From an optimization exercise on the open Yosys and OpenROAD flow, aimed at small area and few clock cycles; shortcuts taken in it are not production practice. Function was checked by simulation only, so behaviour that the tests miss may differ from the original. Power and IR drop assume default switching activity.

`flow/config.mk`:
```
export PLATFORM = sky130hd
export DESIGN_NAME = bbse_fc
export DESIGN_NICKNAME = bbse_fc
export VERILOG_FILES = /design/flow/design.v
export SDC_FILE = /design/flow/constraint.sdc
export NUM_CORES = 4
export LEC_CHECK = 0
export CAP_MARGIN = 20
export CORE_MARGIN = 2
export CORE_UTILIZATION = 40
export SLEW_MARGIN = 20
```
`flow/constraint.sdc`:
```
create_clock -name core_clock -period 10.0 [get_ports {clk}]
set_input_delay 2.0000 -clock core_clock [delete_from_list [all_inputs] [get_ports {clk}]]
set_output_delay 2.0000 -clock core_clock [all_outputs]
set_load 0.01 [all_outputs]
```
`flow/design.v`:
```
module bbse_fc (
    input  wire         clk,
    input  wire         rst,
    input  wire         req_valid,
    input  wire [31:0]  req_word,
    input  wire         buf_we,
    input  wire [2:0]   buf_idx,
    input  wire [7:0]   buf_wdata,
    output wire [7:0]   status,
    output wire [15:0]  result,
    output wire [55:0]  buf_q,
    output wire [127:0] rbuf_q,
    output wire         tx_valid,
    output wire [7:0]   tx_data,
    input  wire         tx_ready,
    input  wire         rx_valid,
    input  wire [7:0]   rx_data,
    input  wire         link_timeout,
    input  wire         link_closed
);
    localparam [2:0] P_IDLE  = 3'd0;
    localparam [2:0] P_OPEN  = 3'd1;
    localparam [2:0] P_CMD   = 3'd2;
    localparam [2:0] P_RSET  = 3'd3;
    localparam [2:0] P_RDAT  = 3'd4;
    localparam [2:0] P_WDAT  = 3'd5;
    localparam [2:0] P_CLOSE = 3'd6;
    localparam [2:0] P_SING  = 3'd7;
    localparam [4:0] C_TX0 = 5'd19;       
    localparam [4:0] C_HDR = 5'd30;       
    reg  [2:0]  ph;
    reg  [2:0]  st;          
    reg  [2:0]  bi;          
    reg  [2:0]  by;          
    reg  [4:0]  cnt;
    reg  [2:0]  err;
    reg  [15:0] res;
    reg  [7:0]  bufm  [0:6];
    reg  [7:0]  rbufm [0:15];
    wire busy  = (ph != P_IDLE);
    wire txing = cnt[4] & ~(cnt[3] & cnt[2] & cnt[1]);
    wire rxing = busy & ~txing;
    wire bb    = (by == 3'd7);
    wire [3:0]  w_op = req_word[31:28];
    wire [3:0]  w_n  = req_word[27:24];
    wire [7:0]  w_a  = req_word[23:16];
    wire [15:0] w_v  = req_word[15:0];
    reg [3:0] w_len;
    reg       w_cmd;
    always @(*) begin
        w_cmd = 1'b1;
        case (w_a)
            8'h60:        w_len = 4'd0;
            8'h62, 8'h63: w_len = 4'd1;
            8'h64, 8'h65: w_len = 4'd7;
            8'h66, 8'h67: w_len = 4'd3;
            8'h68, 8'h69: w_len = 4'd2;
            default: begin w_len = 4'd0; w_cmd = 1'b0; end
        endcase
    end
    reg wf;
    always @(*) begin
        case (w_op)
            4'h1, 4'h2: wf = (w_n == 4'd0) && (w_a == 8'd0) && (w_v[15:8] == 8'd0);
            4'h3:       wf = (w_n == 4'd0) && (w_a == 8'd0) && (w_v == 16'd0);
            4'h4:       wf = (w_n == 4'd0) && !w_a[0];
            4'h5:       wf = (w_n == 4'd0) && !w_a[0] && (w_v == 16'd0);
            4'h6:       wf = (w_n == 4'd0) && !w_a[0] && (w_v != 16'd0) && (w_v <= 16'd16);
            4'h7:       wf = w_cmd && (w_n == w_len) && (w_v == 16'd0);
            default:    wf = 1'b0;
        endcase
    end
    wire take   = req_valid && !busy;
    wire accept = take && wf;
    wire        is_rtc_rd = res[0];
    wire [2:0]  nm1 = (res[3:1] == 3'd1) ? 3'd0 :
                      (res[3:1] == 3'd2) ? 3'd6 :
                      (res[3:1] == 3'd3) ? 3'd2 : 3'd1;
    wire        last_byte = bb || (by == nm1);
    wire [63:0] wsrc = {res[7:0], bufm[6], bufm[5], bufm[4], bufm[3],
                        bufm[2], bufm[1], bufm[0]};
    wire        cbit = res[~bi];
    wire        dbit = wsrc[{by, bi}];
    reg        rd;
    reg [6:0]  addr7;
    reg [2:0]  v3;
    always @(*) begin
        rd    = 1'b0;
        addr7 = 7'h62;
        v3    = 3'd0;
        case (ph)
            P_OPEN: case (st[1:0])
                2'd0: begin addr7 = 7'h64; v3 = 3'd1; end
                2'd1: v3 = 3'd1;
                2'd2: v3 = 3'd5;
                default: begin addr7 = 7'h63; v3 = 3'd7; end
            endcase
            P_CMD:  v3 = {1'b1, cbit, st[1:0] == 2'd3};
            P_WDAT: v3 = {1'b1, dbit, st[1:0] == 2'd3};
            P_RSET: begin addr7 = 7'h63; v3 = 3'd5; end
            P_RDAT: begin
                if (st == 3'd6) begin rd = 1'b1; v3 = 3'd2; end
                else v3 = {1'b1, 1'b0, st == 3'd5};
            end
            P_CLOSE: begin
                if (st[2]) addr7 = 7'h64;
                else v3 = {st[0], 1'b0, 1'b1};
            end
            P_SING: begin
                rd    = st[2] | st[1];
                addr7 = {by, bi, st[0]};
            end
            default: ;
        endcase
    end
    wire       sing  = (ph == P_SING);
    wire       r16   = sing & st[1];
    wire       rn    = sing & st[2];
    wire [7:0] vlo   = sing ? (res[7:0] | {6'd0, r16, 1'b0}) : {5'd0, v3};
    wire [7:0] vhi   = sing ? res[15:8] : 8'd0;
    reg [7:0] fbyte;
    always @(*) begin
        case (cnt)
            5'd19:   fbyte = 8'h09;
            5'd21:   fbyte = rd ? 8'hF6 : 8'hF5;
            5'd22:   fbyte = {1'b0, addr7};
            5'd26:   fbyte = vlo;
            5'd27:   fbyte = vhi;
            default: fbyte = 8'h00;
        endcase
    end
    assign tx_valid = busy & txing;
    assign tx_data  = fbyte;
    wire [4:0] cnt_inc = cnt + 5'd1;
    wire [4:0] lastv   = !rd ? 5'd31 : (rn ? res[4:0] : 5'd2);
    wire       rx_ok   = rxing & rx_valid;
    wire       ok      = rx_ok & (cnt_inc == lastv);
    wire       fail    = rxing & (link_timeout | link_closed);
    wire [2:0] fcode   = link_timeout ? 3'd1 : (cnt == C_HDR) ? 3'd2 : 3'd3;
    wire       smp_x   = (ph == P_RDAT) & (st == 3'd6);
    wire       smp_en  = smp_x & ((rx_ok & (cnt == 5'd0)) | fail);
    wire       sbit    = rx_ok & rx_data[1];
    reg [2:0] nph, nst, nbi, nby;
    reg       fin;
    always @(*) begin
        nph = ph; nst = st + 3'd1; nbi = bi; nby = by; fin = 1'b0;
        if (fail) begin
            nst = 3'd0;
            if (ph == P_CLOSE || ph == P_SING || bb) fin = 1'b1;
            else nph = P_CLOSE;
        end else begin
            case (ph)
                P_OPEN: if (st[1:0] == 2'd3) begin nph = P_CMD; nst = 3'd0; end
                P_CMD: if (st[1:0] == 2'd3) begin
                    nst = 3'd0; nbi = bi + 3'd1;
                    if (bi == 3'd7) begin
                        if (bb) fin = 1'b1;
                        else if (res[3:0] == 4'd0) nph = P_CLOSE;
                        else if (is_rtc_rd) nph = P_RSET;
                        else nph = P_WDAT;
                    end
                end
                P_RSET: begin nph = P_RDAT; nst = 3'd0; end
                P_RDAT, P_WDAT:
                    if ((ph == P_RDAT) ? (st == 3'd6) : (st[1:0] == 2'd3)) begin
                        nst = 3'd0; nbi = bi + 3'd1;
                        if (bi == 3'd7) begin
                            if (last_byte) begin
                                if (bb) fin = 1'b1;
                                else nph = P_CLOSE;
                            end else nby = by + 3'd1;
                        end
                    end
                P_CLOSE: if (st[2]) fin = 1'b1;
                default: fin = 1'b1;
            endcase
        end
    end
    wire step = ok | fail;
    wire keep_res = (ph == P_RDAT & bb) | (r16 & !fail);
    always @(posedge clk) begin
        if (rst) begin
            ph  <= P_IDLE;
            cnt <= 5'd0;
            err <= 3'd0;
        end else if (!busy) begin
            if (req_valid) begin
                cnt <= C_TX0;
                if (wf) begin
                    err <= 3'd0;
                    case (w_op[2:0])
                        3'd1: ph <= P_CMD;
                        3'd2: ph <= P_WDAT;
                        3'd3: ph <= P_RDAT;
                        3'd7: ph <= P_OPEN;
                        default: ph <= P_SING;
                    endcase
                end else begin
                    err <= 3'd5;
                end
            end
        end else begin
            if (fail && err == 3'd0)
                err <= fcode;
            if (step) begin
                cnt <= C_TX0;
                ph  <= fin ? P_IDLE : nph;
            end else if (txing ? tx_ready : rx_valid) begin
                cnt <= cnt_inc;
            end
        end
    end
    always @(posedge clk) begin
        if (accept) begin
            if (w_op[2]) begin
                if (w_op[1:0] == 2'd3) begin
                    st <= 3'd0; bi <= 3'd0; by <= 3'd0;
                end else begin
                    st <= {w_op[1:0], w_a[1]};
                    bi <= w_a[4:2];
                    by <= w_a[7:5];
                end
            end else begin
                st <= 3'd0; bi <= 3'd0; by <= 3'd7;
            end
        end else if (busy && step) begin
            st <= nst; bi <= nbi; by <= nby;
        end
    end
    always @(posedge clk) begin
        if (rst)
            res <= 16'd0;
        else if (accept)
            res <= (w_op == 4'h7) ? {8'd0, w_a} : w_v;
        else if (busy && step && fin && !keep_res)
            res <= 16'd0;
        else begin
            if (r16 && rx_ok && cnt == 5'd0) res[7:0]  <= rx_data;
            if (r16 && rx_ok && cnt == 5'd1) res[15:8] <= rx_data;
            if (smp_en && bb) res[bi] <= sbit;
        end
    end
    integer k;
    always @(posedge clk) begin
        if (!busy && buf_we && buf_idx != 3'd7)
            bufm[buf_idx] <= buf_wdata;
        if (accept && w_op == 4'h7 && w_a[0])
            for (k = 0; k < 7; k = k + 1)
                if (k < w_n) bufm[k] <= 8'd0;
        if (smp_en && !bb)
            bufm[by][bi] <= sbit;
    end
    always @(posedge clk) begin
        if (rn && rx_ok && !cnt[4])
            rbufm[cnt[3:0]] <= rx_data;
    end
    assign status = {1'b0, err, 2'b00, cnt[4] & !busy, busy};
    assign result = res;
    genvar g;
    generate
        for (g = 0; g < 7; g = g + 1) begin : g_buf
            assign buf_q[8*g +: 8] = bufm[g];
        end
        for (g = 0; g < 16; g = g + 1) begin : g_rbuf
            assign rbuf_q[8*g +: 8] = rbufm[g];
        end
    endgenerate
endmodule
```
`flow/run.sh`:
```
#!/bin/bash
# synth_recipe.tcl (not shown) runs the flow's synth.tcl, then flattens the netlist and writes it again
# the make line also repeats each setting of config.mk as NAME=value (left out here)
make -C /OpenROAD-flow-scripts/flow DESIGN_CONFIG=/design/flow/config.mk WORK_HOME=/design/flow/orfs CLKGATE_MAP_FILE= SYNTH_SCRIPT=/design/flow/synth_recipe.tcl finish
```
==> impl_metrics.tcl, run 1 <==
set metrics [dict create \
    status "timing/DRC/antenna clean" \
    grt_pass1_wl_um 54400 \
    crit_buf_inv 2 \
    r2r_end "bufm[0][3]" \
    drt_pass1_iterations 5 \
    yosys-top-cells-area "edfxtp_1 (38%), dfxtp_1 (15%), mux4_2 (4.8%)" \
    htreeDepth 1 \
    chipHeight_um 169 \
    grt_start_max_net_pins 33 \
    slew_viol_final 0 \
    grt_use_met1 0.347 \
    clk_root_buffer_cell "clkbuf_16" \
    dr_total_vias 9189 \
    timing.final.ws_setup_ns 4.23 \
    hold_end "err[2]" \
    core_um2 26800 \
    fmax_mhz 173 \
    finalCritPeriodShare 0.577 \
    rsz0062_at_grt "false" \
    synth.distinct_cells 90 \
    cts_buffers 23 \
    worstHoldStart "err[2]" \
    synth-edff-count 137 \
    first_global_vias 8587 \
    grt_overflow_total 0 \
    finalSetupTns_ns 0 \
    hold_viol_final 0 \
    cts_max_path_buffers 3 \
    final_cell_mix "clkdlybuf4s50_1 (272), edfxtp_1 (137), a21oi_1 (93)" \
    synth_area_um2 10800 \
    yosysSeqAreaShare 0.533 \
    crit_type "flip-flop to primary output" \
    grt_busiest_layer "met2" \
    start_util 0.404 \
    peakVddDrop_v 0.000146 \
    synth_seq_cells 220 \
    ys_warn_count 1 \
    grt_antenna_before_repair 0 \
    power_density_nw_per_um2 225 \
    cts_tree "built" \
    ioPinCount 276 \
    diodes 0 \
    grtUsageTotal 0.250 \
    synthArstFlopShare 0 \
    cts_resized 0 \
    cp.required_ns 8.00 \
    synth_top_area_frac 0.380 \
    setup_violations 0 \
    detail-route-antenna-nets 0 \
    hpwl_um 25700 \
    r2r_start "bi[2]" \
    cp_slowest_cell "edfxtp_1" \
    rows 60 \
    synth_flop_cell "edfxtp_1" \
    fin_crit_ns 5.77 \
    hold_buffers 0 \
    use_met3 0.0423 \
    crit_chain "clkinv_1 > mux4_2 > mux4_2 > nand4_1 > nand4_1 > clkdlybuf4s50_1" \
    relSlewSlack 0.267 \
    cp-end-kind "primary output" \
    insertion_delay_ns 0.51 \
    area_growth_pct 34.5 \
    hp-class "flip-flop to flip-flop" \
    critPathTopFamily "multiplexers" \
    dieArea_um2 28400 \
    hold_depth 2 \
    layout.nets 1283 \
    post_cts_buffers 0 \
    synth_top_area_cell "edfxtp_1" \
    cp-start-kind "flip-flop" \
    max_stage_delay_ns 0.71 \
    clock_sinks 220 \
    layout-drive-gt1-share 0.103 \
    wl_per_cell_um 23.5 \
    avgViaCountPerCell 5.90 \
    tightest_slew_ns 1.10 \
    dp_slack_ns 4.12 \
    r2r_setup_slack_ns 5.99 \
    skew_ns 0.00771 \
    mostFrequentLayoutCell "clkdlybuf4s50_1" \
    drt_iter0_drc 952 \
    wirelength_um 36600 \
    avgSynthCellArea_um2 11.4 \
    use_met2 0.403 \
    clk_pin_slew_ns 0.06 \
    portBuffers 272 \
    drv_cap 0 \
    total_leakage_power_uw 0.00501 \
    place_congestion 0.910 \
    crit_path_max_fanout 12 \
    synthCells 954 \
    arrival_ns 3.77 \
    r2r_cells 8 \
    die_w_um 169 \
    drc 0 \
]
layer usage:
layer | wire [um] | part of all wire
met5 | 0 | 0
met4 | 1020 | 0.028
met3 | 2940 | 0.080
met2 | 16800 | 0.46
met1 | 15900 | 0.43
worst max-delay path by stage:
stage | to | from | slack (ns) | depth (start not counted)
floorplan | tx_data[1] | bi[0] | 5.07 | 8
global placement | bi[1] | req_word[30] | 4.23 | 9
detailed placement | bi[1] | req_word[30] | 4.12 | 9
CTS | tx_data[1] | bi[2] | 4.26 | 6
global route | tx_data[1] | bi[2] | 4.13 | 6
finish | tx_data[1] | bi[2] | 4.23 | 6
per-stage QoR:
step / hold slack (ns) / power, uW / area, um2 / cells / util
after floorplan: 0.488 / 1830 / 10800 / 956 / -
final: 0.486 / 3280 / 14600 / 1558 / 0.544
after detailed placement: 0.469 / 2360 / 13700 / 1518 / 0.513
after global placement: 0.465 / 2360 / 13700 / 1518 / 0.513
after global routing: 0.521 / 3420 / 14600 / 1558 / 0.544
after CTS: 0.476 / 3280 / 14500 / 1558 / 0.543
flip-flops by register name, indices dropped and copies added, names as in the netlist:
register  count
ph            3
bufm         56
rbufm       128
err           3
by            3
bi            3
st            3
res          16
cnt           5
report_power, final:
group	internal, uW	total [uW]	switching, uW
clock	553	913	360
combinational	516	1080	565
sequential	1120	1290	169
cell usage after synthesis, types with 5 or more instances:
library cell / number
a211oi_1: 55
a21o_1: 8
a21oi_1: 93
a221oi_1: 13
a22oi_1: 5
a31o_2: 5
a31oi_1: 14
and2_1: 5
buf_2: 18
buf_4: 10
buf_6: 6
clkbuf_1: 26
dfxtp_1: 83
edfxtp_1: 137
ha_1: 22
inv_1: 24
mux2i_1: 9
mux4_2: 23
nand2_1: 64
nand2b_1: 8
nand3_1: 32
nand4_1: 11
nand4b_1: 6
nor2_1: 68
nor2b_1: 13
nor3_1: 24
nor4_1: 7
o21ai_0: 35
o22ai_1: 11
or3_1: 5
xor2_1: 5
tightest hold or removal path, cell delays in order, from the launching register on:
cell and delay [ns]:
dfxtp_1 0.33, nand2_1 0.06, a21oi_1 0.05
cells by family (layout without fill, tap and decap cells):
kind of cell / after synthesis / count (layout) / share of synthesized area
other: 1 / 3 / 0.000346
adder cells (fa/ha/maj): 22 / 22 / 0.0254
AO/OA/AOI/OAI: 302 / 302 / 0.201
XOR/XNOR: 9 / 9 / 0.00727
AND/OR/NAND/NOR: 275 / 275 / 0.133
flip-flops: 220 / 220 / 0.533
multiplexers: 34 / 34 / 0.0582
buffers and inverters: 91 / 352 / 0.0413
layout make-up:
| type | count | area [um2] |
|---|---|---|
| Inverter | 26 | 97.6 |
| Sequential cell | 220 | 5780 |
| Multi-Input combinational cell | 645 | 4640 |
| Clock inverter | 15 | 219 |
| Fill cell | 2338 | 12200 |
| Tap cell | 341 | 427 |
| Timing Repair Buffer | 286 | 2830 |
| Clock buffer | 25 | 583 |
Testbench counts, summed over its fixed seeds: cycles 988,596.
==> inputs of run 2 (changes only) <==
--- a/flow/design.v
+++ b/flow/design.v
@@ -73,12 +73,12 @@
     wire take   = req_valid && !busy;
     wire accept = take && wf;
-    wire        is_rtc_rd = res[0];
-    wire [2:0]  nm1 = (res[3:1] == 3'd1) ? 3'd0 :
-                      (res[3:1] == 3'd2) ? 3'd6 :
-                      (res[3:1] == 3'd3) ? 3'd2 : 3'd1;
+    wire        is_rtc_rd = res[8];
+    wire [2:0]  nm1 = (res[11:9] == 3'd1) ? 3'd0 :
+                      (res[11:9] == 3'd2) ? 3'd6 :
+                      (res[11:9] == 3'd3) ? 3'd2 : 3'd1;
     wire        last_byte = bb || (by == nm1);
     wire [63:0] wsrc = {res[7:0], bufm[6], bufm[5], bufm[4], bufm[3],
                         bufm[2], bufm[1], bufm[0]};
-    wire        cbit = res[~bi];
+    wire        cbit = res[{~bb, ~bi}];
     wire        dbit = wsrc[{by, bi}];
     reg        rd;
@@ -156,5 +156,5 @@
                     if (bi == 3'd7) begin
                         if (bb) fin = 1'b1;
-                        else if (res[3:0] == 4'd0) nph = P_CLOSE;
+                        else if (res[11:8] == 4'd0) nph = P_CLOSE;
                         else if (is_rtc_rd) nph = P_RSET;
                         else nph = P_WDAT;
@@ -228,26 +228,36 @@
         end
     end
-    always @(posedge clk) begin
+    reg [15:0] res_d;
+    always @(*) begin
+        res_d = res;
         if (rst)
-            res <= 16'd0;
+            res_d = 16'd0;
         else if (accept)
-            res <= (w_op == 4'h7) ? {8'd0, w_a} : w_v;
+            res_d = (w_op == 4'h7) ? {w_a, 8'd0} : w_v;
         else if (busy && step && fin && !keep_res)
-            res <= 16'd0;
+            res_d = 16'd0;
         else begin
-            if (r16 && rx_ok && cnt == 5'd0) res[7:0]  <= rx_data;
-            if (r16 && rx_ok && cnt == 5'd1) res[15:8] <= rx_data;
-            if (smp_en && bb) res[bi] <= sbit;
-        end
-    end
+            if (r16 && rx_ok && cnt == 5'd0) res_d[7:0]  = rx_data;
+            if (r16 && rx_ok && cnt == 5'd1) res_d[15:8] = rx_data;
+            if (smp_en) begin
+                if (bi == 3'd0) res_d[7:1] = 7'd0;
+                res_d[bi] = sbit;
+            end
+        end
+    end
+    always @(posedge clk)
+        res <= res_d;
+    wire [2:0] nrd = (res[11:9] == 3'd1) ? 3'd1 :
+                     (res[11:9] == 3'd2) ? 3'd7 :
+                     (res[11:9] == 3'd3) ? 3'd3 : 3'd2;
+    wire       bclr = (ph == P_OPEN) & is_rtc_rd;
+    wire [7:0] bufd = busy ? res_d[7:0] : buf_wdata;
     integer k;
     always @(posedge clk) begin
-        if (!busy && buf_we && buf_idx != 3'd7)
-            bufm[buf_idx] <= buf_wdata;
-        if (accept && w_op == 4'h7 && w_a[0])
-            for (k = 0; k < 7; k = k + 1)
-                if (k < w_n) bufm[k] <= 8'd0;
-        if (smp_en && !bb)
-            bufm[by][bi] <= sbit;
+        for (k = 0; k < 7; k = k + 1)
+            if ((!busy && buf_we && buf_idx == k) ||
+                (bclr && k < nrd) ||
+                (smp_en && !bb && by == k))
+                bufm[k] <= bufd;
     end
     always @(posedge clk) begin
--- a/flow/config.mk
+++ b/flow/config.mk
@@ -9,3 +9,4 @@
 export CORE_MARGIN = 2
 export CORE_UTILIZATION = 40
+export CTS_BUF_LIST = sky130_fd_sc_hd__clkbuf_4
 export SLEW_MARGIN = 20
==> impl_metrics.tcl, run 2 <==
set metrics [dict create \
    r2r_start "st[0]" \
    tightest_slew_ns 0.951 \
    hold_slack_ns 0.489 \
    hold_depth 2 \
    htreeDepth 2 \
    synth-edff-count 193 \
    wl_per_cell_um 22.6 \
    dr_total_vias 8365 \
    synthCells 809 \
    hold_buffers 0 \
    post_cts_buffers 0 \
    rsz0062_at_grt "false" \
    finalSetupTns_ns 0 \
    clock_sinks 220 \
    yosysSeqAreaShare 0.610 \
    slew_viol_final 0 \
    synth_area_um2 10400 \
    grtUsageTotal 0.244 \
    crit_path_max_fanout 28 \
    hpwl_um 24500 \
    grt_pass1_wl_um 49100 \
    insertion_delay_ns 0.66 \
    worst-path-stages 7 \
    die_w_um 165 \
    core_um2 25300 \
    drt_pass1_iterations 5 \
    detail-route-antenna-nets 0 \
    hp-class "flip-flop to flip-flop" \
    cp-end-kind "primary output" \
    drt_iter0_drc 795 \
    status "timing/DRC/antenna clean" \
    clk_root_buffer_cell "clkbuf_4" \
    setup_violations 0 \
    layout-drive-gt1-share 0.136 \
    arrival_ns 3.85 \
    worst_path_most_repeated_cell "mux4_2" \
    cts_buffers 56 \
    peakVddDrop_v 0.0000925 \
    synthArstFlopShare 0 \
    synth.distinct_cells 78 \
    critPathTopFamily "multiplexers" \
    grt_overflow_total 0 \
    crit_type "flip-flop to primary output" \
    place_congestion 0.956 \
    crit_buf_inv 2 \
    cp_slowest_cell "mux4_2" \
    max_stage_delay_ns 0.57 \
    avgSynthCellArea_um2 12.8 \
    hold_viol_final 0 \
    first_global_vias 8157 \
    mostFrequentLayoutCell "clkdlybuf4s50_1" \
    largest_reg_flops 128 \
    synth_most_common_cell "edfxtp_1" \
    ys_warn_count 2 \
    dieArea_um2 27300 \
    drv_cap 0 \
    wirelength_um 33800 \
    fmax_mhz 171 \
    r2r_cells 11 \
    rows 58 \
    portBuffers 272 \
    relSlewSlack 0.365 \
    clk_pin_slew_ns 0.07 \
    grt_start_max_net_pins 36 \
    fillerInstances 2189 \
    synth_seq_cells 220 \
    power_density_nw_per_um2 199 \
    grt_antenna_before_repair 0 \
    cp.required_ns 8.00 \
    diodes 0 \
    final_cell_mix "clkdlybuf4s50_1 (272), edfxtp_1 (193), clkbuf_4 (81)" \
    skew_ns 0.0603 \
    cts_tree "built" \
    finalCritPeriodShare 0.585 \
    avgViaCountPerCell 5.59 \
    cts_max_path_buffers 3 \
    area_growth_pct 37.2 \
    start_util 0.410 \
    total_leakage_power_uw 0.00509 \
    critPathLaunch "bi[0]" \
    layout.nets 1201 \
    crit_chain "buf_4 > mux4_2 > mux4_2 > mux4_2 > nand3_1 > nand3_1 > clkdlybuf4s50_1" \
    synth_flop_cell "edfxtp_1" \
    synth_common_cells "edfxtp_1 (193), nand2_1 (66), nor2_1 (61), o21ai_0 (40), a21oi_1 (36)" \
    chipHeight_um 165 \
    ioPinCount 276 \
    synth_top_area_frac 0.558 \
    cts_resized 0 \
    cp-start-kind "flip-flop" \
    drc 0 \
    fin_crit_ns 5.85 \
    worstHoldStart "err[2]" \
    synth_top_area_cell "edfxtp_1" \
    yosys-top-cells-area "edfxtp_1 (56%), mux4_2 (5.6%), dfxtp_1 (5.2%)" \
]
-- run 2: cell types whose count changed after synthesis, sizes merged, moves of 14 or more --
cell and change:
a211oi -37, a21oi -58, buf -25, a221oi -14, dfxtp -56, edfxtp +56
-- run 2: stage by stage --
| step | total power, uW | setup slack [ns] | area (um2) | std cells | util |
|---|---|---|---|---|---|
| after floorplan | 1710 | 5.01 | 10400 | 811 | - |
| after global placement | 2060 | 3.81 | 13500 | 1389 | 0.533 |
| after detailed placement | 2060 | 3.67 | 13500 | 1389 | 0.533 |
| after CTS | 2840 | 4.07 | 14200 | 1495 | 0.562 |
| after global routing | 2970 | 3.96 | 14200 | 1496 | 0.562 |
| final | 2830 | 4.15 | 14200 | 1496 | 0.562 |
-- run 2: path summary, 6_finish.rpt --
check	end	slack, ns
worst max-delay path	tx_data[1]	4.15
worst min-delay path	err[2]	0.49
worst max register to register	bufm[5][1]	5.93
worst min register to register	err[2]	0.49
-- run 2: area by class of cell --
type	instances	area (um2)	area share
clock inverters	25	134	0.00940
clock buffers	81	608	0.0427
repair buffers	292	2870	0.202
flip-flops and latches	220	6340	0.445
well taps	330	413	0.0290
multi-input cells	516	3760	0.264
inverters	32	120	0.00843
-- run 2: kinds of logic (layout without fill, tap and decap cells) --
| kind of cell | Yosys count | after routing | synth area share |
|---|---|---|---|
| xor+xnor | 8 | 8 | 0.00675 |
| fa+ha+maj | 24 | 24 | 0.0289 |
| flops | 220 | 220 | 0.610 |
| compound gates | 168 | 168 | 0.112 |
| other cells | 1 | 3 | 0.000361 |
| buf+inv | 75 | 430 | 0.0301 |
| simple gates | 265 | 265 | 0.133 |
| mux | 48 | 48 | 0.0778 |
-- run 2: power by group --
part           switching, uW  internal [uW]  total, uW
Sequential              79.5           1110       1190
Clock                    368            403        771
Combinational            542            324        866
-- run 2: tightest hold or removal path: stages, from the launching register on --
cell     delay (ns)
dfxtp_1        0.33
nand2_1        0.06
a21oi_1        0.05
-- run 2: layer usage --
layer / part of all wire / wire length (um) / track usage
met1: 0.41 / 14000 / 0.324
met2: 0.46 / 15500 / 0.387
met5: 0 / 0 / 0
met4: 0.027 / 904 / 0.0881
met3: 0.10 / 3420 / 0.0669
Testbench counts of run 2, summed over its fixed seeds: cycles 988,596.
==> inputs of run 3 (changes only) <==
--- a/flow/config.mk
+++ b/flow/config.mk
@@ -9,4 +9,3 @@
 export CORE_MARGIN = 2
 export CORE_UTILIZATION = 40
-export CTS_BUF_LIST = sky130_fd_sc_hd__clkbuf_4
 export SLEW_MARGIN = 20
==> impl_metrics.tcl, run 3 <==
set metrics [dict create \
    synth_top_area_frac 0.558 \
    hpwl_um 24500 \
    synth_most_common_cell "edfxtp_1" \
    hold_slack_ns 0.487 \
    timing.final.ws_setup_ns 4.16 \
    final_cell_area_um2 14300 \
    area_growth_pct 37.4 \
    dr_total_vias 8125 \
    grtUsageTotal 0.240 \
    mostFrequentLayoutCell "clkdlybuf4s50_1" \
    cts_resized 0 \
    cts_tree "built" \
    crit_path_max_fanout 24 \
    layout.nets 1169 \
    synth_area_um2 10400 \
    status "timing/DRC/antenna clean" \
    core_um2 25300 \
    finalCritPeriodShare 0.584 \
    drv_cap 0 \
    placed_area_um2 13500 \
    final_cell_mix "clkdlybuf4s50_1 (272), edfxtp_1 (193), nand2_1 (66)" \
    synth_seq_cells 220 \
    yosysSeqAreaShare 0.610 \
    yosys-top-cells-area "edfxtp_1 (56%), mux4_2 (5.6%), dfxtp_1 (5.2%)" \
    finalSetupTns_ns 0 \
    largest_reg_flops 128 \
    arrival_ns 5.98 \
    chipHeight_um 165 \
    crit_type "input pin to flip-flop" \
    clock_sinks 220 \
    hold_viol_final 0 \
    wl_per_cell_um 23.3 \
    wirelength_um 33400 \
    rsz0062_at_grt "false" \
    dp_slack_ns 3.67 \
    cts_max_path_buffers 3 \
    hp-class "flip-flop to flip-flop" \
    drc 0 \
    synth_top_area_cell "edfxtp_1" \
    synthArstFlopShare 0 \
    grt_start_max_net_pins 36 \
    fmax_mhz 171 \
    rows 58 \
    slew_viol_final 0 \
    peakVddDrop_v 0.000131 \
    die_w_um 165 \
    detail-route-antenna-nets 0 \
    synth.distinct_cells 78 \
    insertion_delay_ns 0.52 \
    diodes 0 \
    cp.required_ns 10.14 \
    power_density_nw_per_um2 203 \
    synth-edff-count 193 \
    htreeDepth 1 \
    grt_pass1_wl_um 48300 \
    cp-end-kind "flip-flop" \
    portBuffers 272 \
    skew_ns 0.0117 \
    start_util 0.410 \
    avgViaCountPerCell 5.67 \
    clk_pin_slew_ns 0.06 \
    synthCells 809 \
    dieArea_um2 27300 \
    grt_antenna_before_repair 0 \
    tightest_slew_ns 0.956 \
    cts_buffers 24 \
    avgSynthCellArea_um2 12.8 \
    total_leakage_power_uw 0.00501 \
    place_congestion 0.956 \
    synth_flop_cell "edfxtp_1" \
    ioPinCount 276 \
    hold_buffers 0 \
    stdcell_count 1434 \
    drt_iter0_drc 834 \
    ys_warn_count 2 \
    cp-start-kind "input pin" \
    synth_common_cells "edfxtp_1 (193), nand2_1 (66), nor2_1 (61), o21ai_0 (40), a21oi_1 (36)" \
    post_cts_buffers 0 \
    clk_root_buffer_cell "clkbuf_16" \
    dp.cells 1389 \
    grt_overflow_total 0 \
    relSlewSlack 0.361 \
    layout-drive-gt1-share 0.0915 \
    setup_violations 0 \
    first_global_vias 7788 \
    drt_pass1_iterations 5 \
    fin_crit_ns 5.84 \
]
## run 3: power breakdown
group	switching [uW]	leakage [uW]	internal, uW	total (uW)
registers	80.9	0.00196	1110	1190
logic	541	0.00268	324	865
clock network	345	0.000367	492	837
total	967	0.00501	1930	2900
## run 3: worst paths after layout
kind / start / end / slack [ns] / cells past startpoint
worst max-delay path: req_word[30] / bufm[5][1] / 4.16 / 10
worst min-delay path: err[2] / err[2] / 0.49 / 2
worst max register to register: st[0] / bufm[5][1] / 5.98 / 11
worst min register to register: err[2] / err[2] / 0.49 / 2
## run 3: metal layers
layer,routed length [um],GRT usage,up-vias
met3,3180,0.0504,63
met1,14000,0.329,3871
met5,0,0.0133,-
met4,951,0.0759,0
li1,-,-,3691
met2,15200,0.381,500
## run 3: final cells by class
type	instances	area, um2
clock buffer	27	612
multi-input combinational	516	3760
sequential	220	6340
clock inverter	17	146
tap	330	413
timing repair buffer	292	2870
inverter	32	120
fill	2133	11100
## run 3: through the flow
| step | power (uW) | util |
|---|---|---|
| 2_1_floorplan | 1710 | - |
| 6_report | 2900 | 0.563 |
| 5_1_grt | 3020 | 0.563 |
| 3_3_place_gp | 2060 | 0.533 |
| 4_1_cts | 2900 | 0.563 |
| 3_5_place_dp | 2060 | 0.533 |
## run 3: cells by family after synthesis
family | share of synthesized area
buffers and inverters | 0.0301
adder cells (fa/ha/maj) | 0.0289
flip-flops | 0.610
other | 0.000361
multiplexers | 0.0778
AND/OR/NAND/NOR | 0.133
XOR/XNOR | 0.00675
AO/OA/AOI/OAI | 0.112
## run 3: critical path, cell delays in order
cell and delay (ns):
clkdlybuf4s50_1 0.74, nand4b_1 0.61, or4_1 0.67, a311oi_1 0.24
o2111a_2 0.28, o41ai_4 0.09, buf_4 0.24, a31oi_4 0.44
or3_1 0.33, o21ai_0 0.32
==> inputs of run 4 (changes only) <==
==> flow/flow/run.sh (new file) <==
#!/bin/bash
# Layout flow: the standard ORFS flow, with the port buffers made of
# sky130_fd_sc_hd__buf_1 and clock tree synthesis without dummy loads.
set -euo pipefail
cd "$(dirname "$0")/.."
bash standard.sh \
  "BUFFER_PORTS_ARGS=-buffer_cell sky130_fd_sc_hd__buf_1" \
  "CTS_ARGS=-sink_clustering_enable -repair_clock_nets -dont_use_dummy_load" \
  finish > flow_make.log 2>&1
==> flow/standard.sh (new file) <==
#!/bin/bash
# synth_recipe.tcl (not shown) runs the flow's synth.tcl, then flattens the netlist and writes it again
# the make line also repeats each setting of config.mk as NAME=value (left out here)
make -C /OpenROAD-flow-scripts/flow DESIGN_CONFIG=/design/flow/config.mk WORK_HOME=/design/flow/orfs CLKGATE_MAP_FILE= SYNTH_SCRIPT=/design/flow/synth_recipe.tcl "${@:-finish}"
removed: flow/run.sh
==> impl_metrics.tcl, run 4 <==
set metrics [dict create \
    fillerInstances 2352 \
    detail-route-antenna-nets 0 \
    mostFrequentLayoutCell "buf_1" \
    dr_total_vias 8102 \
    largest_reg_flops 128 \
    area_growth_pct 19.2 \
    crit_path_max_fanout 24 \
    layout.nets 1167 \
    rows 58 \
    arrival_ns 5.76 \
    m1WireLength_um 13700 \
    synthCells 809 \
    avgSynthCellArea_um2 12.8 \
    power_density_nw_per_um2 218 \
    grt_overflow_total 0 \
    fmax_mhz 178 \
    synth_top_area_cell "edfxtp_1" \
    top_layer_used "met4" \
    drt_iter0_drc 860 \
    fin_crit_ns 5.63 \
    dp.cells 1389 \
    cts_buffers 23 \
    synth_common_cells "edfxtp_1 (193), nand2_1 (66), nor2_1 (61), o21ai_0 (40), a21oi_1 (36)" \
    hp-class "flip-flop to flip-flop" \
    total_leakage_power_uw 0.00419 \
    synth_top_area_frac 0.558 \
    cp-end-kind "flip-flop" \
    final_cell_mix "buf_1 (272), edfxtp_1 (193), nand2_1 (66)" \
    cp-start-kind "input pin" \
    cts_resized 0 \
    core_um2 25300 \
    hold_buffers 0 \
    synth-edff-count 193 \
    status "timing/DRC/antenna clean" \
    first_global_vias 7449 \
    crit_chain "buf_1 > nand4b_1 > or4_1 > a311oi_1 > o2111a_2 > o41ai_4 > buf_4 > a31oi_4 > or3_1 > o21ai_0" \
    drv_cap 0 \
    portBuffers 272 \
    avgViaCountPerCell 5.74 \
    grt_start_max_net_pins 36 \
    setup_violations 0 \
    die_w_um 165 \
    synth_flop_cell "edfxtp_1" \
    cp.required_ns 10.13 \
    finalCritPeriodShare 0.563 \
    finalSetupTns_ns 0 \
    synth_most_common_cell "edfxtp_1" \
    clk_root_buffer_cell "clkbuf_16" \
    hpwl_um 23700 \
    wirelength_um 32500 \
    drt_pass1_iterations 5 \
    rsz0062_at_grt "false" \
    tightest_slew_ns 1.06 \
    start_util 0.410 \
    wl_met2_um 14700 \
    wl_met3_um 2920 \
    synth_seq_cells 220 \
    ioPinCount 276 \
    yosysSeqAreaShare 0.610 \
    ys_warn_count 2 \
    wl_per_cell_um 23.0 \
    cts_tree "built" \
    diodes 0 \
    place_congestion 0.936 \
    synthArstFlopShare 0 \
    htreeDepth 1 \
    slew_viol_final 0 \
    chipHeight_um 165 \
    insertion_delay_ns 0.50 \
    post_cts_buffers 0 \
    relSlewSlack 0.290 \
    clock_sinks 220 \
    clk_pin_slew_ns 0.06 \
    stdcell_count 1412 \
    hold_viol_final 0 \
    cts_max_path_buffers 3 \
    skew_ns 0.0239 \
    crit_type "input pin to flip-flop" \
    synth_area_um2 10400 \
    grtUsageTotal 0.230 \
    grt_antenna_before_repair 0 \
    yosys-top-cells-area "edfxtp_1 (56%), mux4_2 (5.6%), dfxtp_1 (5.2%)" \
    drc 0 \
    peakVddDrop_v 0.000129 \
    cp_slowest_cell "or4_1" \
    dieArea_um2 27300 \
    max_stage_delay_ns 0.68 \
    grt_pass1_wl_um 46500 \
    synth.distinct_cells 78 \
    layout-drive-gt1-share 0.0832 \
]
[run 4: cell counts after synthesis]
No cell type changed its count.
[run 4: final timing paths]
kind	start	end	slack, ns	depth (start not counted)
setup / recovery	req_word[30]	bufm[4][4]	4.37	10
hold / removal	err[2]	err[2]	0.48	2
setup reg to reg	st[0]	bufm[4][4]	5.97	11
hold reg to reg	err[2]	err[2]	0.48	2
[run 4: stage by stage]
step | hold slack [ns] | total power (uW) | setup WS, ns | cell area, um2 | utilization
after floorplan | 0.493 | 1710 | 5.01 | 10400 | -
after global placement | 0.467 | 1980 | 4.09 | 11800 | 0.466
after detailed placement | 0.477 | 1990 | 3.95 | 11800 | 0.466
after CTS | 0.483 | 2690 | 4.47 | 12400 | 0.488
after global routing | 0.518 | 2820 | 4.16 | 12400 | 0.488
final | 0.484 | 2690 | 4.37 | 12400 | 0.488
[run 4: cells by family after synthesis]
| group | synth area share |
|---|---|
| AO/OA/AOI/OAI | 0.112 |
| XOR/XNOR | 0.00675 |
| adder cells (fa/ha/maj) | 0.0289 |
| buffers and inverters | 0.0301 |
| flip-flops | 0.610 |
| multiplexers | 0.0778 |
| other | 0.000361 |
| AND/OR/NAND/NOR | 0.133 |
[run 4: worst max-delay path: cells and delay by family]
family,cells,cell delay (ns)
AOI/OAI and AO/OA,5,1.40
buffers and inverters,2,0.66
and+or+nand+nor,3,1.68
[run 4: layer usage]
| metal | GRT usage | vias to the layer above |
|---|---|---|
| li1 | - | 3660 |
| met1 | 0.321 | 3890 |
| met2 | 0.365 | 485 |
| met3 | 0.0397 | 67 |
| met4 | 0.0787 | 0 |
| met5 | 0 | - |
[run 4: power by group]
| group | leakage (uW) | total [uW] | internal, uW | switching (uW) |
|---|---|---|---|---|
| sequential | 0.00196 | 1190 | 1110 | 77.7 |
| combinational | 0.00195 | 794 | 253 | 541 |
| clock | 0.000283 | 709 | 402 | 307 |
[run 4: layout make-up]
type | count | area [um2] | area share
inverters | 32 | 120 | 0.00971
clock buffers | 23 | 576 | 0.0465
multi-input cells | 516 | 3760 | 0.304
flip-flops and latches | 220 | 6340 | 0.512
repair buffers | 291 | 1160 | 0.0941
well taps | 330 | 413 | 0.0334
==> inputs of run 5 (changes only) <==
--- a/flow/flow/run.sh
+++ b/flow/flow/run.sh
@@ -6,4 +6,4 @@
 bash standard.sh \
   "BUFFER_PORTS_ARGS=-buffer_cell sky130_fd_sc_hd__buf_1" \
-  "CTS_ARGS=-sink_clustering_enable -repair_clock_nets -dont_use_dummy_load" \
+  "CTS_ARGS=-sink_clustering_enable -repair_clock_nets -dont_use_dummy_load -sink_clustering_size 25 -sink_clustering_max_diameter 120 -buf_list sky130_fd_sc_hd__clkbuf_16" \
   finish > flow_make.log 2>&1
==> impl_metrics.tcl, run 5 <==
set metrics [dict create \
    cp-end-kind "flip-flop" \
    cts_buffers 12 \
    fillerInstances 2382 \
    hold_buffers 0 \
    htreeDepth 1 \
    synth_flop_cell "edfxtp_1" \
    hold_viol_final 0 \
    yosysSeqAreaShare 0.610 \
    dp_slack_ns 3.95 \
    first_global_vias 7312 \
    wirelength_um 32100 \
    cts_tree "built" \
    avgSynthCellArea_um2 12.8 \
    total_leakage_power_uw 0.00406 \
    post_cts_buffers 0 \
    hp-class "flip-flop to flip-flop" \
    grt_pass1_wl_um 45900 \
    grt_overflow_total 0 \
    ys_warn_count 2 \
    tightest_slew_ns 1.05 \
    clock_sinks 220 \
    dr_total_vias 8063 \
    synth_area_um2 10400 \
    finalSetupTns_ns 0 \
    chipHeight_um 165 \
    drt_pass1_iterations 5 \
    crit_buf_inv 2 \
    layout.nets 1156 \
    largest_reg_flops 128 \
    grtUsageTotal 0.227 \
    skew_ns 0.0224 \
    hpwl_um 23700 \
    cp.required_ns 10.10 \
    crit_path_max_fanout 24 \
    drt_iter0_drc 939 \
    rsz0062_at_grt "false" \
    dieArea_um2 27300 \
    insertion_delay_ns 0.47 \
    yosys-top-cells-area "edfxtp_1 (56%), mux4_2 (5.6%), dfxtp_1 (5.2%)" \
    relSlewSlack 0.298 \
    max_stage_delay_ns 0.67 \
    avgViaCountPerCell 5.76 \
    synth-edff-count 193 \
    synthArstFlopShare 0 \
    synth.distinct_cells 78 \
    cts_resized 0 \
    peakVddDrop_v 0.0000919 \
    clk_pin_slew_ns 0.09 \
    fin_util 0.478 \
    detail-route-antenna-nets 0 \
    grt_antenna_before_repair 0 \
    synth_common_cells "edfxtp_1 (193), nand2_1 (66), nor2_1 (61), o21ai_0 (40), a21oi_1 (36)" \
    rows 58 \
    synth_most_common_cell "edfxtp_1" \
    place_congestion 0.936 \
    fmax_mhz 177 \
    die_w_um 165 \
    clk_root_buffer_cell "clkbuf_16" \
    synth_top_area_frac 0.558 \
    diodes 0 \
    status "timing/DRC/antenna clean" \
    finalCritPeriodShare 0.566 \
    ioPinCount 276 \
    cts_max_path_buffers 3 \
    crit_type "input pin to flip-flop" \
    drv_cap 0 \
    synth_top_area_cell "edfxtp_1" \
    timing.final.ws_setup_ns 4.34 \
    drc 0 \
    critPathTopFamily "simple AND/OR/NAND/NOR gates" \
    core_um2 25300 \
    slew_viol_final 0 \
    report.power.total_uw 2460 \
    layout-drive-gt1-share 0.0738 \
    synth_seq_cells 220 \
    arrival_ns 5.76 \
    cp-start-kind "input pin" \
    crit_chain "buf_1 > nand4b_1 > or4_1 > a311oi_1 > o2111a_2 > o41ai_4 > buf_4 > a31oi_4 > or3_1 > o21ai_0" \
    fin_crit_ns 5.66 \
    portBuffers 272 \
    area_growth_pct 16.5 \
    cp_slowest_cell "or4_1" \
    mostFrequentLayoutCell "buf_1" \
    start_util 0.410 \
    grt_start_max_net_pins 36 \
    wl_per_cell_um 22.9 \
    final_cell_mix "buf_1 (272), edfxtp_1 (193), nand2_1 (66)" \
    synthCells 809 \
    power_density_nw_per_um2 204 \
    setup_violations 0 \
]
-- run 5: cell counts after synthesis --
Identical to the previous run, type by type.
-- run 5: worst register-to-register path, cell delays in order (launching register included) --
cell       delay (ns)
edfxtp_1         0.51
inv_1            0.17
ha_1             0.27
nand4bb_1        0.15
a21oi_2          0.43
or3b_2           0.49
a211oi_1         0.29
o31ai_1          0.10
buf_4            0.19
a31oi_4          0.43
or3_1            0.35
o21ai_0          0.34
-- run 5: cells by family (layout without fill, tap and decap cells) --
logic type      after synthesis  count (layout)  share of synthesized area
xor+xnor                      8               8                    0.00675
other cells                   1               3                   0.000361
compound gates              168             168                      0.112
fa+ha+maj                    24              24                     0.0289
buf+inv                      75             335                     0.0301
flops                       220             220                      0.610
mux                          48              48                     0.0778
simple gates                265             265                      0.133
-- run 5: final timing paths --
| path | slack (ns) | from | endpoint | cells after the start |
|---|---|---|---|---|
| max | 4.34 | req_word[30] | bufm[6][1] | 10 |
| max reg2reg | 5.91 | st[0] | bufm[6][1] | 11 |
| min | 0.49 | err[2] | err[2] | 2 |
| min reg2reg | 0.49 | err[2] | err[2] | 2 |
-- run 5: final cells by class --
type	instances	area (um2)	area share
multi-input combinational	516	3760	0.311
sequential	220	6340	0.524
inverter	32	120	0.00993
timing repair buffer	291	1160	0.0962
clock buffer	12	300	0.0248
tap	330	413	0.0341
-- run 5: per-stage QoR --
stage / hold slack (ns) / std cells / instance area (um2)
finish: 0.487 / 1401 / 12100
CTS: 0.488 / 1401 / 12100
global route: 0.524 / 1401 / 12100
floorplan: 0.493 / 811 / 10400
detailed placement: 0.477 / 1389 / 11800
global placement: 0.467 / 1389 / 11800
-- run 5: metal layers --
layer,track usage,vias up,part of all wire
li1,-,3641,-
met1,0.320,3886,0.43
met2,0.361,469,0.46
met3,0.0390,67,0.086
met4,0.0672,0,0.030
met5,0,-,0
-- run 5: power breakdown --
group / switching [uW] / leakage, uW / internal [uW] / total, uW
clock: 267 / 0.000148 / 216 / 483
sequential: 77.6 / 0.00196 / 1110 / 1190
combinational: 541 / 0.00195 / 253 / 794
==> inputs of run 6 (changes only) <==
==> flow/flow/run.sh (replaced) <==
#!/bin/bash
# Layout flow: the standard ORFS flow, with the port buffers made of
# sky130_fd_sc_hd__buf_1 and clock tree synthesis without dummy loads.
set -euo pipefail
cd "$(dirname "$0")/.."
bash standard.sh \
  "BUFFER_PORTS_ARGS=-buffer_cell sky130_fd_sc_hd__buf_1" \
  "CTS_ARGS=-sink_clustering_enable -repair_clock_nets -dont_use_dummy_load -sink_clustering_size 16 -sink_clustering_max_diameter 80 -buf_list sky130_fd_sc_hd__clkbuf_8" \
  finish > flow_make.log 2>&1
==> impl_metrics.tcl, run 6 <==
set metrics [dict create \
    cts_buffers 18 \
    use_met3 0.0400 \
    arrival_ns 5.74 \
    crit_chain "buf_1 > nand4b_1 > or4_1 > a311oi_1 > o2111a_2 > o41ai_4 > buf_4 > a31oi_4 > or3_1 > o21ai_0" \
    hold_buffers 0 \
    synth_compound_area_frac 0.112 \
    synth_mux_area_frac 0.0778 \
    synth_most_common_cell "edfxtp_1" \
    drc 0 \
    detail-route-antenna-nets 0 \
    largest_reg_flops 128 \
    synth_common_cells "edfxtp_1 (193), nand2_1 (66), nor2_1 (61), o21ai_0 (40), a21oi_1 (36)" \
    tightest_slew_ns 1.04 \
    start_util 0.410 \
    dp.cells 1389 \
    cts_max_path_buffers 3 \
    grt_start_max_net_pins 36 \
    synth_area_um2 10400 \
    portBuffers 272 \
    core_um2 25300 \
    regArea_um2 6340 \
    drt_iter0_drc 867 \
    cp.required_ns 10.14 \
    cp-start-kind "input pin" \
    synth_top_family_by_area "simple AND/OR/NAND/NOR gates" \
    clkPwrFrac 0.179 \
    grt_use_met1 0.320 \
    hold_slack_ns 0.483 \
    fillerInstances 2389 \
    place_congestion 0.936 \
    synth-edff-count 193 \
    crit_type "input pin to flip-flop" \
    ioPinCount 276 \
    first_global_vias 7356 \
    area_growth_pct 16.0 \
    relSlewSlack 0.304 \
    insertion_delay_ns 0.53 \
    slew_viol_final 0 \
    wirelength_um 32300 \
    finalCritPeriodShare 0.560 \
    synth_xor_area_frac 0.00675 \
    post_cts_buffers 0 \
    hpwl_um 23700 \
    synthArstFlopShare 0 \
    htreeDepth 1 \
    status "timing/DRC/antenna clean" \
    drv_cap 0 \
    synth_top_area_frac 0.558 \
    clk_pin_slew_ns 0.09 \
    layout-drive-gt1-share 0.0789 \
    die_w_um 165 \
    combPwrFrac 0.328 \
    cts_tree "built" \
    wl_per_cell_um 22.9 \
    total_leakage_power_uw 0.00404 \
    peakVddDrop_v 0.000105 \
    grt_pass1_wl_um 46000 \
    skew_ns 0.0462 \
    stdcell_count 1407 \
    clock_sinks 220 \
    diodes 0 \
    max_stage_delay_ns 0.67 \
    power_density_nw_per_um2 200 \
    synth-simple-area-share 0.133 \
    cp-end-kind "flip-flop" \
    grtUsageTotal 0.228 \
    cts_resized 0 \
    mostFrequentLayoutCell "buf_1" \
    setup_violations 0 \
    dr_total_vias 8068 \
    avgSynthCellArea_um2 12.8 \
    use_met2 0.360 \
    yosysSeqAreaShare 0.610 \
    synth_seq_cells 220 \
    final_cell_mix "buf_1 (272), edfxtp_1 (193), nand2_1 (66)" \
    internal_power_uw 1530 \
    yosys-top-cells-area "edfxtp_1 (56%), mux4_2 (5.6%), dfxtp_1 (5.2%)" \
    synth.distinct_cells 78 \
    pwr-share-seq 0.493 \
    avgViaCountPerCell 5.73 \
    chipHeight_um 165 \
    drt_pass1_iterations 7 \
    ys_warn_count 2 \
    grt_busiest_layer "met2" \
    multi_input_area_um2 3760 \
    hold_viol_final 0 \
    fmax_mhz 179 \
    rows 58 \
    p_sw_uw 885 \
    synth_flop_cell "edfxtp_1" \
    grt_antenna_before_repair 0 \
    grt_overflow_total 0 \
    cp_slowest_cell "or4_1" \
    synthCells 809 \
    synth-adder-area-share 0.0289 \
    rsz0062_at_grt "false" \
    swShare 0.367 \
    fin_crit_ns 5.60 \
    layout.nets 1162 \
    crit_path_max_fanout 24 \
    hp-class "flip-flop to flip-flop" \
    synth_top_area_cell "edfxtp_1" \
    dieArea_um2 27300 \
    clk_root_buffer_cell "clkbuf_8" \
    finalSetupTns_ns 0 \
]
[run 6: cell counts after synthesis]
No cell type changed its count.
[run 6: power groups by stage]
stage | Combinational (uW) | Sequential, uW | Clock [uW]
floorplan | 528 | 1180 | 0
global placement | 774 | 1200 | 0
detailed placement | 781 | 1200 | 0
CTS | 785 | 1180 | 442
global route | 869 | 1190 | 477
finish | 791 | 1190 | 432
[run 6: worst max-delay path: cells and delay by family]
kind	cells	cell delay [ns]
simple gates	3	1.65
buf+inv	2	0.66
compound gates	5	1.41
[run 6: layer usage]
| layer | part of all wire | wire length (um) | up-vias |
|---|---|---|---|
| met5 | 0 | 0 | - |
| met4 | 0.034 | 1110 | 0 |
| met3 | 0.094 | 3030 | 70 |
| met2 | 0.45 | 14600 | 497 |
| met1 | 0.42 | 13500 | 3857 |
| li1 | - | - | 3644 |
[run 6: through the flow]
step	area, um2	power [uW]	setup WS (ns)	util
after floorplan	10400	1710	5.01	-
after global placement	11800	1980	4.09	0.466
after detailed placement	11800	1990	3.95	0.466
after CTS	12000	2410	4.50	0.475
after global routing	12000	2540	4.20	0.475
final	12000	2410	4.40	0.475
[run 6: final cells by class]
cell class / count / area share
Clock buffer: 18 / 0.0206
Multi-Input combinational cell: 516 / 0.312
Inverter: 32 / 0.00997
Sequential cell: 220 / 0.526
Timing Repair Buffer: 291 / 0.0966
Tap cell: 330 / 0.0343
[run 6: cell families (layout without fill, tap and decap cells)]
group	Yosys count	after routing
compound gates	168	168
xor+xnor	8	8
fa+ha+maj	24	24
buf+inv	75	341
flops	220	220
mux	48	48
other cells	1	3
simple gates	265	265
[run 6: path summary, 6_finish.rpt]
kind	startpoint	cells after the start	slack [ns]	end
worst min register to register	err[2]	2	0.48	err[2]
worst min-delay path	err[2]	2	0.48	err[2]
worst max register to register	st[0]	11	5.95	bufm[2][1]
worst max-delay path	req_word[30]	10	4.40	bufm[2][1]
==> inputs of run 7 (changes only) <==
--- a/flow/config.mk
+++ b/flow/config.mk
@@ -6,6 +6,6 @@
 export NUM_CORES = 4
 export LEC_CHECK = 0
-export CAP_MARGIN = 20
+export CAP_MARGIN = 0
 export CORE_MARGIN = 2
-export CORE_UTILIZATION = 40
-export SLEW_MARGIN = 20
+export CORE_UTILIZATION = 60
+export SLEW_MARGIN = 0
==> impl_metrics.tcl, run 7 <==
set metrics [dict create \
    status "timing/DRC/antenna clean" \
    hold_viol_final 0 \
    grt_pass1_wl_um 43800 \
    cts_buffers 17 \
    arrival_ns 5.74 \
    r2r_end "bufm[1][3]" \
    rows 48 \
    wirelength_um 30000 \
    cts_max_path_buffers 3 \
    power_density_nw_per_um2 201 \
    synth_flop_cell "edfxtp_1" \
    first_global_vias 7464 \
    hold_end "err[2]" \
    pwr-share-seq 0.497 \
    critPathLaunch "req_word[30]" \
    slew_viol_final 0 \
    drt_pass1_iterations 5 \
    diodes 0 \
    cts_resized 0 \
    synth_seq_cells 220 \
    yosys-top-cells-area "edfxtp_1 (56%), mux4_2 (5.6%), dfxtp_1 (5.2%)" \
    dp.cells 1282 \
    htreeDepth 1 \
    final_cell_mix "buf_1 (272), edfxtp_1 (193), nand2_1 (66)" \
    synth_area_um2 10400 \
    crit_path_max_fanout 24 \
    total_leakage_power_uw 0.00402 \
    avgSynthCellArea_um2 12.8 \
    synth_common_cells "edfxtp_1 (193), nand2_1 (66), nor2_1 (61), o21ai_0 (40), a21oi_1 (36)" \
    fmax_mhz 179 \
    clk_root_buffer_cell "clkbuf_8" \
    core_um2 17100 \
    r2r_setup_slack_ns 5.95 \
    combPwrFrac 0.329 \
    internal_power_uw 1520 \
    worstHoldStart "err[2]" \
    largest_reg_flops 128 \
    crit_type "input pin to flip-flop" \
    fin_crit_ns 5.57 \
    chipHeight_um 136 \
    finalSetupTns_ns 0 \
    grt_start_max_net_pins 36 \
    ys_warn_count 2 \
    setup_violations 0 \
    hp-class "flip-flop to flip-flop" \
    rsz0062_at_grt "false" \
    finalCritPeriodShare 0.557 \
    synth_most_common_cell "edfxtp_1" \
    synthArstFlopShare 0 \
    cp-end-kind "flip-flop" \
    portBuffers 272 \
    hpwl_um 22000 \
    r2r_cells 11 \
    layout.nets 1159 \
    mostFrequentLayoutCell "buf_1" \
    clkPwrFrac 0.173 \
    dieArea_um2 18400 \
    stdcell_count 1299 \
    synth-edff-count 193 \
    wl_per_cell_um 23.1 \
    hold_depth 2 \
    grt_overflow_total 0 \
    die_w_um 136 \
    grt_antenna_before_repair 0 \
    grtUsageTotal 0.319 \
    insertion_delay_ns 0.52 \
    r2r_start "st[0]" \
    skew_ns 0.0279 \
    drc 0 \
    post_cts_buffers 0 \
    ioPinCount 276 \
    detail-route-antenna-nets 0 \
    yosysSeqAreaShare 0.610 \
    tightest_slew_ns 1.10 \
    cts_tree "built" \
    hold_buffers 0 \
    drt_iter0_drc 662 \
    avgViaCountPerCell 6.26 \
    cp.required_ns 10.17 \
    dr_total_vias 8134 \
    synth_top_area_cell "edfxtp_1" \
    drv_cap 0 \
    layout-drive-gt1-share 0.0764 \
    start_util 0.606 \
    final_cell_area_um2 11900 \
    synthCells 809 \
    area_growth_pct 14.5 \
    place_congestion 0.968 \
    p_sw_uw 870 \
    clk_pin_slew_ns 0.10 \
    placed_area_um2 11700 \
    cp-start-kind "input pin" \
    peakVddDrop_v 0.000152 \
    swShare 0.365 \
    clock_sinks 220 \
    synth.distinct_cells 78 \
    synth_top_area_frac 0.558 \
    relSlewSlack 0.258 \
]
## run 7: cell types whose count changed in the layout (fill, tap and decap cells not counted), sizes merged
| cell | delta |
|---|---|
| buf | -2 |
| clkbuf | -1 |
## run 7: through the flow
step | total power (uW) | utilization | setup WS (ns) | hold WS, ns
floorplan | 1710 | - | 5.01 | 0.493
detailed placement | 1970 | 0.681 | 3.95 | 0.480
global route | 2490 | 0.694 | 4.07 | 0.517
global placement | 1970 | 0.681 | 4.12 | 0.469
CTS | 2370 | 0.694 | 4.49 | 0.494
finish | 2390 | 0.694 | 4.43 | 0.492
## run 7: worst max-delay path by stage
| stage | cells after the start | to | slack, ns |
|---|---|---|---|
| floorplan | 8 | tx_data[1] | 5.01 |
| finish | 10 | bufm[1][3] | 4.43 |
| global placement | 10 | bufm[1][7] | 4.12 |
| CTS | 10 | bufm[1][3] | 4.49 |
| global route | 10 | bufm[1][3] | 4.07 |
| detailed placement | 10 | bufm[1][3] | 3.95 |
## run 7: power by group through the flow
stage / logic [uW] / registers [uW] / clock network (uW)
floorplan: 528 / 1180 / 0
global placement: 763 / 1200 / 0
detailed placement: 767 / 1200 / 0
CTS: 770 / 1180 / 414
global route: 855 / 1190 / 446
finish: 786 / 1190 / 414
## run 7: layout make-up
class	count	area, um2
clock buffer	17	234
fill	1298	5230
inverter	32	120
multi-input combinational	516	3760
sequential	220	6340
tap	225	282
timing repair buffer	289	1150
## run 7: cells by family (layout without fill, tap and decap cells)
group,after synthesis,count (layout),synth area share
AO/OA/AOI/OAI,168,168,0.112
XOR/XNOR,8,8,0.00675
adder cells (fa/ha/maj),24,24,0.0289
buffers and inverters,75,338,0.0301
flip-flops,220,220,0.610
multiplexers,48,48,0.0778
other,1,3,0.000361
AND/OR/NAND/NOR,265,265,0.133
## run 7: routing by layer
metal  up-vias  share of wire  GRT usage
li1       3631              -          -
met4         0          0.031     0.0949
met2       555           0.47      0.506
met1      3877           0.40      0.458
met5         -              0          0
met3        71           0.10     0.0550
## run 7: critical path: stages
cell	delay, ns
buf_1	0.43
nand4b_1	0.66
or4_1	0.67
a311oi_1	0.24
o2111a_2	0.28
o41ai_4	0.09
buf_4	0.23
a31oi_4	0.46
or3_1	0.34
o21ai_0	0.32
==> inputs of run 8 (changes only) <==
==> flow/flow/run.sh (replaced) <==
#!/bin/bash
# Layout flow: the standard ORFS flow with
# - synthesis: the standard flow's synthesis script, but ABC maps with an area-oriented
#   script (flow/area.abc) and adders are left to ABC (no ha/fa extraction);
#   the registers are those of the standard synthesis;
# - port buffers made of sky130_fd_sc_hd__buf_1;
# - clock tree synthesis with clkbuf_8 clusters of at most 16 sinks and no
#   dummy loads.
# make's output goes to flow_make.log; ORFS keeps each step's log under orfs/logs.
set -euo pipefail
cd "$(dirname "$0")/.."
export AREA_ABC_SCRIPT="$PWD/flow/area.abc"
cat flow/abc_override.tcl synth_recipe.tcl > area_synth.tcl
bash standard.sh \
  "SYNTH_SCRIPT=$PWD/area_synth.tcl" \
  "ADDER_MAP_FILE=" \
  "BUFFER_PORTS_ARGS=-buffer_cell sky130_fd_sc_hd__buf_1" \
  "CTS_ARGS=-sink_clustering_enable -repair_clock_nets -dont_use_dummy_load -sink_clustering_size 16 -sink_clustering_max_diameter 80 -buf_list sky130_fd_sc_hd__clkbuf_8" \
  finish > flow_make.log 2>&1
==> flow/flow/abc_override.tcl (new file) <==
# Prepended to the standard flow's synthesis script: ABC maps the logic with the
# area-oriented script in area.abc instead of ORFS's speed script, at a
# 10 ns delay target. Nothing else in the synthesis changes.
proc abc {args} {
  set out [list -script $::env(AREA_ABC_SCRIPT)]
  set skip 0
  foreach a $args {
    if {$skip} { set skip 0; continue }
    if {$a eq "-script" || $a eq "-D"} { set skip 1; continue }
    lappend out $a
  }
  lappend out -D 10000
  puts "area abc: $out"
  yosys abc {*}$out
}
==> flow/flow/area.abc (new file) <==
strash; ifraig; scorr; dc2; dretime; strash; &get -n; &deepsyn -T 40; &dch -f; &nf -a -R 1000; &put
==> impl_metrics.tcl, run 8 <==
set metrics [dict create \
    status "timing/DRC/antenna clean" \
    cp_slowest_cell "nor4_1" \
    synth_seq_cells 220 \
    worstHoldStart "err[0]" \
    swShare 0.339 \
    fin_util 0.711 \
    r2r_cells 16 \
    largest_reg_flops 128 \
    cp-end-kind "flip-flop" \
    timing.final.ws_setup_ns 4.35 \
    grt_antenna_before_repair 0 \
    fillerInstances 1081 \
    start_util 0.605 \
    grt_start_max_net_pins 20 \
    crit_type "input pin to flip-flop" \
    drc 0 \
    skew_ns 0.0418 \
    cts_max_path_buffers 3 \
    max_stage_delay_ns 0.78 \
    dp_slack_ns 4.01 \
    multi_input_area_um2 2700 \
    area_growth_pct 17.4 \
    cp-start-kind "input pin" \
    drt_pass1_iterations 6 \
    stdcell_count 1212 \
    setup_violations 0 \
    arrival_ns 5.93 \
    combPwrFrac 0.251 \
    synth_top_area_cell "edfxtp_1" \
    avgViaCountPerCell 6.42 \
    synth_common_cells "edfxtp_1 (193), nand2_1 (86), nor2_1 (86), o21ai_0 (46), a21oi_1 (33)" \
    dp.cells 1195 \
    core_um2 15000 \
    internal_power_uw 1450 \
    tightest_slew_ns 1.14 \
    synth_most_common_cell "edfxtp_1" \
    portBuffers 272 \
    cp.required_ns 10.28 \
    fmax_mhz 177 \
    grt_pass1_wl_um 41900 \
    post_cts_buffers 0 \
    regArea_um2 6340 \
    synth_flop_cell "edfxtp_1" \
    clk_pin_slew_ns 0.11 \
    detail-route-antenna-nets 0 \
    wirelength_um 27800 \
    slew_viol_final 0 \
    total_leakage_power_uw 0.00333 \
    cts_resized 0 \
    synthCells 723 \
    layout.nets 1085 \
    fin_crit_ns 5.65 \
    worst_path_most_repeated_cell "nor2_1" \
    clk_root_buffer_cell "clkbuf_8" \
    hold_viol_final 0 \
    finalCritPeriodShare 0.565 \
    relSlewSlack 0.236 \
    wl_per_cell_um 22.9 \
    peakVddDrop_v 0.000180 \
    place_congestion 0.983 \
    insertion_delay_ns 0.52 \
    grt_overflow_total 0 \
    mostFrequentLayoutCell "buf_1" \
    power_density_nw_per_um2 206 \
    r2r_end "bufm[0][3]" \
    report.power.total_uw 2200 \
    p_sw_uw 745 \
    crit_path_max_fanout 15 \
    drv_cap 0 \
    yosysSeqAreaShare 0.696 \
    ys_warn_count 2 \
    pwr-share-seq 0.562 \
    synth-edff-count 193 \
    crit_chain "buf_1 > nor4_1 > nand2_1 > o211ai_1 > o31ai_1 > nand2_1 > a2111oi_0 > o21ai_0 > buf_4 > clkinv_1 > nor3_1 > nand3_1 > nor2_1 > a221o_1 > nor2_1 > nor2_1" \
    diodes 0 \
    rsz0062_at_grt "false" \
    r2r_start "ph[0]" \
    cts_tree "built" \
    rows 45 \
    ioPinCount 276 \
    final_cell_mix "buf_1 (272), edfxtp_1 (193), nand2_1 (86), nor2_1 (86), o21ai_0 (45)" \
    clock_sinks 220 \
    layout-drive-gt1-share 0.0332 \
    dr_total_vias 7783 \
    die_w_um 127 \
    avgSynthCellArea_um2 12.6 \
    synth_area_um2 9100 \
    hold_end "err[1]" \
    clkPwrFrac 0.187 \
    chipHeight_um 127 \
    dieArea_um2 16200 \
    first_global_vias 7314 \
    finalSetupTns_ns 0 \
    yosys-top-cells-area "edfxtp_1 (64%), dfxtp_1 (5.9%), nand2_1 (3.5%)" \
    htreeDepth 1 \
    grtUsageTotal 0.338 \
    hpwl_um 20400 \
    drt_iter0_drc 983 \
    hold_depth 1 \
    hold_buffers 0 \
    hp-class "flip-flop to flip-flop" \
    synthArstFlopShare 0 \
    r2r_setup_slack_ns 5.20 \
    cts_buffers 17 \
    synth.distinct_cells 50 \
    synth_top_area_frac 0.637 \
]
[run 8: cell types whose count changed after synthesis, sizes merged, moves of 9 or more]
cell | before | now
clkbuf | 30 | 0
inv | 30 | 0
clkinv | 2 | 11
mux2i | 21 | 5
nand2 | 66 | 86
mux4 | 26 | 0
nor2 | 61 | 86
a222oi | 0 | 11
ha | 24 | 0
a211oi | 20 | 2
[run 8: layout make-up]
class	instances	area share
multi-input combinational	489	0.253
sequential	220	0.593
clock buffer	17	0.0219
timing repair buffer	287	0.106
tap	188	0.0220
inverter	11	0.00387
[run 8: per-stage QoR]
stage / hold slack, ns / area [um2]
detailed placement: 0.491 / 10400
CTS: 0.508 / 10700
global route: 0.535 / 10700
global placement: 0.463 / 10400
floorplan: 0.503 / 9110
finish: 0.512 / 10700
[run 8: how the worst max path moves through the flow]
stage          slack (ns)          to   startpoint  cells after the start
2_1_floorplan        4.61  bufm[0][3]  req_word[0]                     14
4_1_cts              4.54  bufm[0][3]  req_word[0]                     16
5_1_grt              4.09  bufm[4][7]  req_word[0]                     17
3_5_place_dp         4.01  bufm[5][3]  req_word[0]                     16
3_3_place_gp         4.23  bufm[1][3]  req_word[0]                     16
6_report             4.35  bufm[0][3]  req_word[0]                     16
[run 8: layer usage]
layer | wire length (um) | share of wire | up-vias | GRT usage
met1 | 10400 | 0.37 | 3716 | 0.447
met3 | 2730 | 0.098 | 81 | 0.0603
li1 | - | - | 3415 | -
met2 | 13600 | 0.49 | 571 | 0.562
met5 | 0 | 0 | - | 0
met4 | 1080 | 0.039 | 0 | 0.140
[run 8: cell families after synthesis]
group                  Yosys count  synth area share
XOR/XNOR                         8           0.00770
multiplexers                     5           0.00550
AND/OR/NAND/NOR                302             0.154
buffers and inverters           16           0.00866
flip-flops                     220             0.696
AO/OA/AOI/OAI                  171             0.127
other                            1          0.000412
[run 8: critical path, delay by kind of cell]
family,cells,cell delay [ns]
and+or+nand+nor,8,2.74
AOI/OAI and AO/OA,5,0.71
buffers and inverters,3,0.49
[run 8: power groups by stage]
| stage | combinational, uW | sequential (uW) | clock, uW |
|---|---|---|---|
| 2_1_floorplan | 318 | 1240 | 0 |
| 5_1_grt | 595 | 1240 | 447 |
| 3_5_place_dp | 537 | 1250 | 0 |
| 4_1_cts | 538 | 1230 | 417 |
| 6_report | 552 | 1240 | 410 |
| 3_3_place_gp | 514 | 1250 | 0 |

what the ideal ports hide:
How much do the figures lean on ideal ports? The routed layouts below were timed once more, with nothing changed but the port constraints. Step 1: set_driving_cell puts a clkbuf_16 on clk and a buf_2 on each other input, an assumption about the parent block. Step 2 also shifts input and output timing later by t, the mid clock arrival at the registers, as if the neighbouring blocks saw the same clock. a / b / c = ideal ports / drivers / drivers and shift; a / b = the first two.
| run | t (ns) | setup WS [ns] | hold slack, ns | worst setup path at the end | worst slew at a driven data input, ns |
|---|---|---|---|---|---|
| run 1 | 0.561 | 4.230 / 4.177 / 4.050 | 0.486 / 0.486 / 0.486 | input to register | 0.07 |
| run 2 | 0.672 | 4.153 / 4.115 / 3.637 | 0.489 / 0.489 / 0.489 | input to register | 0.05 |
| run 3 | 0.554 | 4.161 / 4.179 / 3.625 | 0.487 / 0.487 / 0.487 | input to register | 0.05 |
| run 4 | 0.540 | 4.371 / 4.393 / 3.853 | 0.484 / 0.484 / 0.484 | input to register | 0.06 |
| run 5 | 0.499 | 4.341 / 4.358 / 3.858 | 0.487 / 0.487 / 0.487 | input to register | 0.06 |
| run 6 | 0.552 | 4.400 / 4.418 / 3.866 | 0.483 / 0.483 / 0.483 | input to register | 0.06 |
| run 7 | 0.545 | 4.428 / 4.444 / 3.899 | 0.492 / 0.492 / 0.492 | input to register | 0.04 |
| run 8 | 0.538 | 4.345 / 4.360 / 3.822 | 0.512 / 0.512 / 0.512 | input to register | 0.06 |
After both steps setup and hold are still met in every run listed. The setup slack of run 3, which loses most, moves by +0.018 ns with the drivers and by -0.536 ns with both steps.
